From an optimization exercise on the open Yosys and OpenROAD flow, aimed at small area, a short achievable clock period and few clock cycles per item; shortcuts taken in it are not production practice. In this exercise RTL edits were held to simulation tests only and were not proved equivalent to the original.

Setup of run A:
## ft8_textcodec
module ft8_textcodec (
    input  wire        clk,
    input  wire        rst,
    input  wire        start,
    input  wire [1:0]  op,
    input  wire [90:0] din,
    output wire        ready,
    output reg         done,
    output reg         ok,
    output reg         crc_ok,
    output reg  [90:0] dout
);
For scale: roughly 30000 cells after synthesis, roughly 190 I/O pins, ~0.24 mm^2 of cells after synthesis.
Settings: LEC_CHECK=0, ABC_CLOCK_PERIOD_IN_PS=13000, CAP_MARGIN=20, CORE_MARGIN=2, CORE_UTILIZATION=55, SLEW_MARGIN=20, SYNTH_HIERARCHICAL=1; clock period 58.0 ns.
run.sh (not shown) runs the stock make flow with config.mk's settings and CLKGATE_MAP_FILE= SYNTH_SCRIPT=/design/flow/synth_recipe.tcl, a recipe that flattens the netlist after the stock synthesis.
Testbench counts of run A, summed over its fixed seeds: cycles 3,939, items 3,200.
Inputs modified between run A and run B:
--- a/flow/design.v
+++ b/flow/design.v
@@ -7,16 +7,16 @@
     output wire        ready,
     output reg         done,
     output reg         ok,
     output reg         crc_ok,
     output reg  [90:0] dout
 );
     localparam integer KS = 12;                
-    localparam integer NU = 3;                
-    localparam integer NR = 4;                
+    localparam integer NU = 2;                
+    localparam integer NR = 2;                
     localparam integer NC = (71 + KS - 1) / KS;  
     localparam integer W  = NC * KS;             
     localparam [13:0] CRC_POLY  = 14'h2757;
     localparam [70:0] F71_LIMIT = 71'd1283997101947010102272;
     function [13:0] mulx(input [13:0] v);
         mulx = {v[12:0], 1'b0} ^ (v[13] ? CRC_POLY : 14'd0);
     endfunction
@@ -34,14 +34,15 @@
     localparam [13:0] C_REV = xpow(24 + W);    
     integer i;
     genvar  e, s, j;
     reg         bv;        
     reg  [1:0]  bop;
     reg  [90:0] bdin;
     reg         rdy;
+    reg  [NC-1:0] dpipe;   
     wire [NU-1:0] ubusy, ulast, ufin, ubusy_n, ulast_n, go_u;
     wire [NR-1:0] rbusy, rlast, rfin, rbusy_n, rlast_n, go_r;
     wire [NU-1:0] ufree = ~ubusy | ulast;      
     wire [NR-1:0] rfree = ~rbusy | rlast;
     wire to_u = (bop == 2'd1);
     generate
         for (e = 0; e < NU; e = e + 1) begin : gu
@@ -274,21 +275,23 @@
     end
     wire       bv_n  = accept | (bv & ~disp);
     wire [1:0] bop_n = accept ? op : bop;
     wire       rdy_n = ~bv_n | ((bop_n == 2'd1) ? |(~ubusy_n | ulast_n)
                                                 : |(~rbusy_n | rlast_n));
     always @(posedge clk) begin
         if (rst) begin
-            bv   <= 1'b0;
-            rdy  <= 1'b1;
-            done <= 1'b0;
+            bv    <= 1'b0;
+            rdy   <= 1'b1;
+            dpipe <= {NC{1'b0}};
+            done  <= 1'b0;
         end else begin
-            bv   <= bv_n;
-            rdy  <= rdy_n;
-            done <= |ufin | |rfin;
+            bv    <= bv_n;
+            rdy   <= rdy_n;
+            dpipe <= {dpipe[NC-2:0], disp};
+            done  <= dpipe[NC-1];         
         end
         if (accept) begin
             bop  <= op;
             bdin <= din;
         end
         dout   <= ({91{uok}} & text) | rres;
         ok     <= uok | rok;
## What came out
[compare] base=run A new=run B: overall via count from detail_route -about 40%; top fanout value on the critical path lower; multi-input gate area in the final layout saw a decrease. Run A → run B: biggest cell delay along the critical path shrank by 70 ps; slew of the pin with the lowest slew margin dropped 40 ps; area growth from synthesis to final layout went up by 0.19 points; met3 wirelength from detailed routing lost 16 mm.
Testbench counts of run B, summed over its fixed seeds: cycles 6,845, items 3,200.

========
Setup of beta:
ft8_textcodec, a different RTL version from the one above (not shown whole).
Size: roughly 22,000 cells after synthesis, ~190 I/O pins.
clock: 58.0 ns
lec_check: 0
abc_clock_period_in_ps: 13000
cap_margin: 20
core_margin: 2
core_utilization: 55
slew_margin: 20
synth_hierarchical: 1
Testbench counts of beta, summed over its fixed seeds: cycles 5,372, items 3,200.
#### Input delta (alpha over beta)
--- a/flow/design.v
+++ b/flow/design.v
@@ -8,14 +8,14 @@
     output reg         done,
     output reg         ok,
     output reg         crc_ok,
     output reg  [90:0] dout
 );
     localparam integer KS = 12;                
-    localparam integer NU = 2;                
-    localparam integer NR = 3;                
+    localparam integer NU = 3;                
+    localparam integer NR = 4;                
     localparam integer NC = (71 + KS - 1) / KS;  
     localparam integer W  = NC * KS;             
     localparam [13:0] CRC_POLY  = 14'h2757;
     localparam [70:0] F71_LIMIT = 71'd1283997101947010102272;
     function [13:0] mulx(input [13:0] v);
         mulx = {v[12:0], 1'b0} ^ (v[13] ? CRC_POLY : 14'd0);
@@ -35,12 +35,13 @@
     integer i;
     genvar  e, s, j;
     reg         bv;        
     reg  [1:0]  bop;
     reg  [90:0] bdin;
     reg         rdy;
+    reg  [NC-1:0] dpipe;   
     wire [NU-1:0] ubusy, ulast, ufin, ubusy_n, ulast_n, go_u;
     wire [NR-1:0] rbusy, rlast, rfin, rbusy_n, rlast_n, go_r;
     wire [NU-1:0] ufree = ~ubusy | ulast;      
     wire [NR-1:0] rfree = ~rbusy | rlast;
     wire to_u = (bop == 2'd1);
     generate
@@ -275,19 +276,21 @@
     wire       bv_n  = accept | (bv & ~disp);
     wire [1:0] bop_n = accept ? op : bop;
     wire       rdy_n = ~bv_n | ((bop_n == 2'd1) ? |(~ubusy_n | ulast_n)
                                                 : |(~rbusy_n | rlast_n));
     always @(posedge clk) begin
         if (rst) begin
-            bv   <= 1'b0;
-            rdy  <= 1'b1;
-            done <= 1'b0;
+            bv    <= 1'b0;
+            rdy   <= 1'b1;
+            dpipe <= {NC{1'b0}};
+            done  <= 1'b0;
         end else begin
-            bv   <= bv_n;
-            rdy  <= rdy_n;
-            done <= |ufin | |rfin;
+            bv    <= bv_n;
+            rdy   <= rdy_n;
+            dpipe <= {dpipe[NC-2:0], disp};
+            done  <= dpipe[NC-1];         
         end
         if (accept) begin
             bop  <= op;
             bdin <= din;
         end
         dout   <= ({91{uok}} & text) | rres;
[summary]
- Of alpha and beta, it is alpha that has the higher synthesized area.
- alpha: final worst-path setup slack is 310 ps higher than what beta reported.
- On worst slack after detailed placement: alpha sits below beta.
- Of alpha and beta, it is alpha that has the lower layout overhead on the synthesized area.
- Between alpha and beta, the difference in global-route track usage on met1 is negligible.
- Compared with beta, in alpha total grt overflow did not really move, routed wire length went up.
Testbench counts of alpha, summed over its fixed seeds: cycles 3,939, items 3,200.

[port drivers added, routing unchanged]
In the flow no input, the clock included, has a driving cell. The finished layouts below were timed again as built, in two steps. Step 1: set_driving_cell puts a clkbuf_16 on clk and a buf_2 on each other input, an assumption about the parent block. Step 2 also shifts input and output timing later by t, the mid clock arrival at the registers, as if the neighbouring blocks saw the same clock. a / b / c = ideal / step 1 / step 2; a / b = the first two.
run	t, ns	setup WS [ns]	latest minus earliest clock arrival (ns)
run A	1.050	44.314 / 44.195 / 43.795	0.146 / 0.146
run B	0.919	44.673 / 44.574 / 44.303	0.082 / 0.083
beta	0.990	44.230 / 44.126 / 44.634	0.106 / 0.106
alpha	1.055	44.537 / 44.416 / 44.209	0.127 / 0.128
After both steps setup and hold are still met in every run listed. For run A, which loses most, drivers alone change the setup slack by -0.119 ns; drivers and shift together by -0.519 ns.
